Source: an optimization exercise on an open RTL-to-GDS flow (aim: small area). Production flows keep margins and buffers that such runs may drop. The RTL was checked by simulation tests, not by an equivalence proof against the original design. No activity file was given, so power comes from the tool's default toggle rates.

== run 1 ==
// flash_cfi_ctrl
module flash_cfi_ctrl (
    input  wire        clk,
    input  wire        rst,
    input  wire        start,
    input  wire [1:0]  op,
    input  wire [31:0] arg_first,
    input  wire [31:0] arg_last,
    input  wire [31:0] arg_addr,
    input  wire [31:0] arg_len,
    output wire        idle,
    output reg         done,
    output reg  [3:0]  status,
    output wire [31:0] ret_size,
    output wire [31:0] warn_skipped,
    output wire [31:0] warn_recovered,
    output reg         initialized,
    input  wire        prot_we,
    input  wire [4:0]  prot_idx,
    input  wire        prot_val,
    output reg         ev_valid,
    output reg  [1:0]  ev_kind,
    output wire [31:0] ev_addr,
    output reg  [7:0]  ev_wdata,
    input  wire        ev_ready,
    input  wire [7:0]  fb_rdata,
    input  wire [31:0] time_ms,
    output reg         irq_inhibit,
    output wire [31:0] buf_index,
    input  wire [7:0]  buf_data
);
    localparam [1:0] EV_WRITE = 2'd0, EV_READ = 2'd1, EV_TIME = 2'd2, EV_DELAY = 2'd3;
    localparam [1:0] STRAT_BYTE = 2'd0, STRAT_BYPASS = 2'd1, STRAT_BUFFER = 2'd2;
    localparam [5:0]
        IDLE   = 6'd0,
        P_RST  = 6'd1,  P_QE   = 6'd2,  P_QRY  = 6'd3,  P_NREG = 6'd4,
        P_BLK  = 6'd5,  P_EXIT = 6'd6,
        UL1    = 6'd7,  UL2    = 6'd8,  S_AS3  = 6'd9,  S_MFR  = 6'd10,
        S_ID0  = 6'd11, S_IDX  = 6'd12, S_RST  = 6'd13, S_QE   = 6'd14,
        S_VER  = 6'd15, S_EXIT = 6'd16,
        E_CNT  = 6'd17, E_RST  = 6'd18,
        E_S3   = 6'd21, E_ADV  = 6'd24,
        E_CONF = 6'd25, E_SET  = 6'd26,
        CHK    = 6'd27, W_CMD  = 6'd30,
        W_DATA = 6'd31, V_RD   = 6'd32,
        U_E3   = 6'd35, U_CMD  = 6'd36,
        U_DATA = 6'd37, U_X1   = 6'd38, U_X2   = 6'd39,
  ...
For scale: roughly 2600 cells after synthesis, ~320 flip-flops, about 370 I/O pins.
Settings: LEC_CHECK=0, CAP_MARGIN=20, CORE_MARGIN=2, CORE_UTILIZATION=75, CTS_BUF_LIST=sky130_fd_sc_hd__clkbuf_8, CTS_CLUSTER_DIAMETER=60, CTS_CLUSTER_SIZE=16, GPL_TIMING_DRIVEN=0, SLEW_MARGIN=20; clock period 20.0 ns.
standard.sh (not shown) runs the stock make flow with config.mk's settings and CLKGATE_MAP_FILE= SYNTH_SCRIPT=/design/flow/synth_recipe.tcl, a recipe that flattens the netlist after the stock synthesis.
==> flow/flow/run.sh <==
#!/bin/bash
# The standard layout (standard.sh: the standard flow's synthesis and ORFS flow, unchanged),
# except that:
#  - the port buffers placed by buffer_ports use the smallest buffer cell
#    (sky130_fd_sc_hd__buf_1) instead of the tool's default pick;
#  - the buffers Yosys/ABC left in the netlist are removed at floorplan
#    (REMOVE_ABC_BUFFERS=1), since global placement runs without the
#    timing-driven mode that would otherwise remove them;
#  - constant outputs keep Yosys's shared tie cells (SKIP_REPAIR_TIE_FANOUT=1)
#    instead of one tie cell per port.
set -euo pipefail
export BUFFER_PORTS_ARGS="-buffer_cell sky130_fd_sc_hd__buf_1"
export REMOVE_ABC_BUFFERS=1
export SKIP_REPAIR_TIE_FANOUT=1
bash standard.sh "BUFFER_PORTS_ARGS=-buffer_cell sky130_fd_sc_hd__buf_1" "REMOVE_ABC_BUFFERS=1" "SKIP_REPAIR_TIE_FANOUT=1" finish > standard_flow.log 2>&1
Run 1: full flow OK, the timing, design-rule and antenna checks passed
## Diff of input files: run 2 against run 1
Settings: a change of CORE_UTILIZATION from 75 to 55.
==> run summary <==
Run 2: flow completed, timing, DRC and antenna clean
When run 2 is measured against run 1, its worst relative slew slack turns out 4.7 points higher.
Fraction of area in non-clock buffers (lower): run 1
Per the comparison of run 2 with run 1, setup slack has increased, core utilization of the finished layout decreased 21 points, period utilization lost 0.50 points, final critical delay including setup and external delays now smaller.
Run 2: cell area higher than run 1
On run 2: sequential share of layout area is 0.30 points lower than what run 1 gave.
Cmp run 2 vs run 1: delay of the slowest cell on the worst path higher in run 2
On horizontal extent of the die, the higher figure sits with run 2, not run 1.


Setup of wip/garnet:
flash_cfi_ctrl, a different RTL version from the one above (not shown whole).
Size in the first run: ~340 flip-flops, roughly 27000 sq um of cells after synthesis.
==> flow/design.v (excerpt) <==
module flash_cfi_ctrl (
    input  wire        clk,
    input  wire        rst,
    input  wire        start,
    input  wire [1:0]  op,
    input  wire [31:0] arg_first,
    input  wire [31:0] arg_last,
    input  wire [31:0] arg_addr,
    input  wire [31:0] arg_len,
    output wire        idle,
    output reg         done,
    output reg  [3:0]  status,
    output wire [31:0] ret_size,
    output wire [31:0] warn_skipped,
    output wire [31:0] warn_recovered,
    output reg         initialized,
    input  wire        prot_we,
    input  wire [4:0]  prot_idx,
    input  wire        prot_val,
    output reg         ev_valid,
    output reg  [1:0]  ev_kind,
    output wire [31:0] ev_addr,
    output reg  [7:0]  ev_wdata,
    input  wire        ev_ready,
    input  wire [7:0]  fb_rdata,
    input  wire [31:0] time_ms,
    output reg         irq_inhibit,
    output wire [31:0] buf_index,
    input  wire [7:0]  buf_data
);
==> flow/config.mk <==
export PLATFORM = sky130hd
export DESIGN_NAME = flash_cfi_ctrl
export DESIGN_NICKNAME = flash_cfi_ctrl
export VERILOG_FILES = /design/flow/design.v
export SDC_FILE = /design/flow/constraint.sdc
export NUM_CORES = 4
export LEC_CHECK = 0
export CAP_MARGIN = 20
export CORE_MARGIN = 2
export CORE_UTILIZATION = 55
export SLEW_MARGIN = 20
==> flow/constraint.sdc <==
create_clock -name core_clock -period 20.0 [get_ports {clk}]
set_input_delay 4.0000 -clock core_clock [delete_from_list [all_inputs] [get_ports {clk}]]
set_output_delay 4.0000 -clock core_clock [all_outputs]
set_load 0.01 [all_outputs]
==> flow/flow/run.sh <==
#!/bin/bash
# The standard layout (standard.sh: the standard flow's synthesis and ORFS flow, unchanged),
# except that the port buffers placed by buffer_ports use the smallest buffer
# cell (sky130_fd_sc_hd__buf_1) instead of the tool's default pick.
set -euo pipefail
export BUFFER_PORTS_ARGS="-buffer_cell sky130_fd_sc_hd__buf_1"
bash standard.sh "BUFFER_PORTS_ARGS=-buffer_cell sky130_fd_sc_hd__buf_1" finish > standard_flow.log 2>&1
The inputs of wip/raven differ from those of wip/garnet as listed below.
- CAP_MARGIN changed from 20 to 0
- SLEW_MARGIN changed from 20 to 0
==> flow/run.sh (new file) <==
#!/bin/bash
# synth_recipe.tcl (not shown) runs the flow's synth.tcl, then flattens the netlist and writes it again
# the make line also repeats each setting of config.mk as NAME=value (left out here)
make -C /OpenROAD-flow-scripts/flow DESIGN_CONFIG=/design/flow/config.mk WORK_HOME=/design/flow/orfs CLKGATE_MAP_FILE= SYNTH_SCRIPT=/design/flow/synth_recipe.tcl finish
removed: flow/flow/run.sh
removed: flow/standard.sh
Results
Compared wip/raven vs wip/garnet, and final-layout non-clock buffer area share is up in wip/raven.
wip/raven vs. wip/garnet: shortest period the worst path allows saw an increase; global routing met2 resource utilization saw an increase; worst setup slack after layout saw a decrease; share of cell area taken by multi-input logic gates saw a decrease.
Looking at critical path's slowest cell, the fa_1 result is from wip/garnet; the nand3_1 one comes from wip/raven.
### wip/raven -> wip/willow
- SLEW_MARGIN: 0 -> 20
- CTS_BUF_LIST: unset -> sky130_fd_sc_hd__clkbuf_4
- CAP_MARGIN: 0 -> 20
[summary]
- Cmp wip/willow and wip/raven / power / higher: wip/raven
- wip/willow vs wip/raven, clock tree cell share of total cell area went down by 0.63 points.
- Met2 wire length (wip/willow over wip/raven): increase, about 0.6%

## static timing again, ports no longer ideal
Ports are ideal in the flow. The routed layouts listed here were re-timed in OpenROAD. Step 1 sets driving cells, clkbuf_16 on the clock port and buf_2 on the other inputs (assumed; they add their load-dependent delay and slew). Step 2 adds t to the input delays and takes it off the output delays; t is the mean of the earliest and latest rising clock arrival at the registers after step 1. Input paths then give back, and output paths get back, about the clock's delay inside the block. a / b / c = no drivers / after step 1 / after step 2; a / b = the first two.
run	shift t [ns]	slack for setup (ns)	worst setup path after step 2
run 1	0.724	2.708 / 2.731 / 2.007	input to register
run 2	0.718	2.807 / 2.842 / 2.123	input to register
wip/garnet	0.631	2.446 / 2.446 / 2.396	input to register
wip/raven	0.639	2.042 / 2.042 / 2.042	register to register
wip/willow	0.888	2.111 / 2.111 / 2.111	register to register
After both steps every run listed still meets setup and hold. The setup slack of run 1, which loses most, moves by +0.023 ns with the drivers and by -0.701 ns with both steps.
